Source: an optimization exercise on an open RTL-to-GDS flow (aim: small area, a short achievable clock period and few clock cycles). Production flows keep margins and buffers that such runs may drop.
Only simulation tests tie the RTL to the original design; equivalence was not proved.

## frame_rx
module frame_rx (
    input  wire        clk,
    input  wire        rst,
    input  wire        cmd_valid,
    output wire        cmd_ready,
    input  wire [15:0] cmd_word,
    input  wire [7:0]  rx_avail,
    input  wire        rx_err,
    input  wire        rx_valid,
    input  wire [7:0]  rx_data,
    output wire        rx_ready,
    output reg         rsp_valid,
    output reg  [1:0]  rsp_status,
    output reg  [31:0] rsp_data,
    output reg         ev_valid,
    output reg         ev_hdr,
    output reg  [7:0]  ev_port,
    output reg  [7:0]  ev_data
);
    localparam [7:0] HM0 = 8'hA5, HM1 = 8'h5A;
    localparam [7:0] TM0 = 8'hC3, TM1 = 8'h3C;
    localparam [15:0] CRC_MAGIC = 16'hDBFA;    
    localparam [1:0] ST_OK = 2'd0, ST_IO_ERROR = 2'd1, ST_ILLEGAL = 2'd2;
    localparam [1:0] R_SYNC = 2'd0, R_HDR = 2'd1, R_BODY = 2'd2;
    function [15:0] crc_byte(input [15:0] c, input [7:0] d);
        integer k;
        reg [15:0] x;
        begin
            x = c ^ {8'h00, d};
            for (k = 0; k < 8; k = k + 1)
                x = x[0] ? ((x >> 1) ^ 16'hA001) : (x >> 1);
            crc_byte = x;
        end
    endfunction
    function [31:0] inc32(input [31:0] c, input ci);
        integer g, b;
        reg cy, run;
        begin
            run = ci;
            for (g = 0; g < 8; g = g + 1) begin
                cy = run;
                for (b = 0; b < 4; b = b + 1) begin
                    inc32[4*g+b] = c[4*g+b] ^ cy;
  ...
Size: roughly 4400 cells after synthesis, about 1300 flip-flops, about 92 I/O pins, ~54000 um2 of cells after synthesis.
Settings: LEC_CHECK=0, CAP_MARGIN=20, CORE_MARGIN=2, CORE_UTILIZATION=55, CTS_CLUSTER_DIAMETER=120, CTS_CLUSTER_SIZE=24, PLACE_DENSITY=0.7, SETUP_SLACK_MARGIN=5, SLEW_MARGIN=20, TNS_END_PERCENT=100; clock period 10.0 ns.
standard.sh (not shown) runs the stock make flow with config.mk's settings and CLKGATE_MAP_FILE= SYNTH_SCRIPT=/design/flow/synth_recipe.tcl, a recipe that flattens the netlist after the stock synthesis.
==> flow/flow/run.sh <==
#!/bin/bash
set -euo pipefail
bash standard.sh SETUP_SLACK_MARGIN=6.85 finish > std_flow.log 2>&1
Testbench counts at the start, summed over its fixed seeds: cycles 46,664.
Edit:
==> flow/flow/run.sh (replaced) <==
#!/bin/bash
set -euo pipefail
bash standard.sh SETUP_SLACK_MARGIN=7.0 finish > std_flow.log 2>&1
Maximum frequency decreases by 0.47%.
Clock-buffer cell count increases by 2.
Synthesized cell count stays the same.
Worst setup slack gets worse by 0.016 ns.
Flip-flop and latch count does not change.
Worst hold slack hardly moves.


## v6
frame_rx, a different RTL version from the one above (not shown whole).
For scale: roughly 4,600 cells after synthesis, ~1,200 flip-flops, about 92 I/O pins, roughly 0.053 mm² of cells after synthesis.
clock: 10.0 ns
lec_check: 0
cap_margin: 20
core_margin: 2
core_utilization: 40
place_density: 0.6
setup_slack_margin: 5
slew_margin: 20
==> flow/flow/run.sh <==
#!/bin/bash
set -euo pipefail
bash standard.sh SETUP_SLACK_MARGIN=7 finish > std_flow.log 2>&1
v6 ended with every stage complete and zero timing, DRC or antenna violations.
Testbench counts of v6, summed over its fixed seeds: cycles 46,664.
Modified inputs, v7 compared to v6
==> flow/run.sh (new file) <==
#!/bin/bash
# synth_recipe.tcl (not shown) runs the flow's synth.tcl, then flattens the netlist and writes it again
# the make line also repeats each setting of config.mk as NAME=value (left out here)
make -C /OpenROAD-flow-scripts/flow DESIGN_CONFIG=/design/flow/config.mk WORK_HOME=/design/flow/orfs CLKGATE_MAP_FILE= SYNTH_SCRIPT=/design/flow/synth_recipe.tcl finish
removed: flow/flow/run.sh
removed: flow/standard.sh
--- outcome ---
- Cmp v7 and v6 / final worst-path cycle share / higher: v7
- v7: area fraction of clock buffers and clock inverters 0.70 points above v6
- Final instance area: v7 vs v6 down 0.0047 mm²
- The run showing the greater net count reported at finish is v6.
- Relative to v6, actual slew at the worst max-slew pin has decreased by 0.18 ns in v7.
- Going from v6 to v7, clock period minus worst slack has increased, count of non-CTS buffers in the layout went down, fraction of standard cell area that is sequential went up 3.5 points.

port drivers added, routing unchanged:
Ports are ideal in the flow. The routed layouts listed here were re-timed in OpenROAD.
Step 1 assumes that a clkbuf_16 drives the clock port and a buf_2 every other input.
Step 2 adds t to the input delays and takes it off the output delays; t is the mean of the earliest and latest rising clock arrival at the registers after step 1. Input paths then give back, and output paths get back, about the clock's delay inside the block.
Slacks: ideal ports / drivers / drivers and shift; pairs: ideal ports / drivers.
run | t, ns | setup WS [ns] | hold slack, ns | clock arrival spread, ns
the first run of note 1 | 0.791 | 6.531 / 6.457 / 6.112 | 0.467 / 0.467 / 0.467 | 0.049 / 0.049
the second run of note 1 | 0.776 | 6.515 / 6.483 / 5.963 | 0.469 / 0.469 / 0.469 | 0.042 / 0.042
v6 | 0.851 | 6.094 / 6.094 / 5.792 | 0.463 / 0.463 / 0.463 | 0.045 / 0.045
v7 | 0.850 | 5.148 / 5.148 / 4.967 | 0.450 / 0.450 / 0.450 | 0.036 / 0.036
After both steps every run listed still meets setup and hold. For the second run of note 1, which loses most, drivers alone change the setup slack by -0.032 ns; drivers and shift together by -0.552 ns.
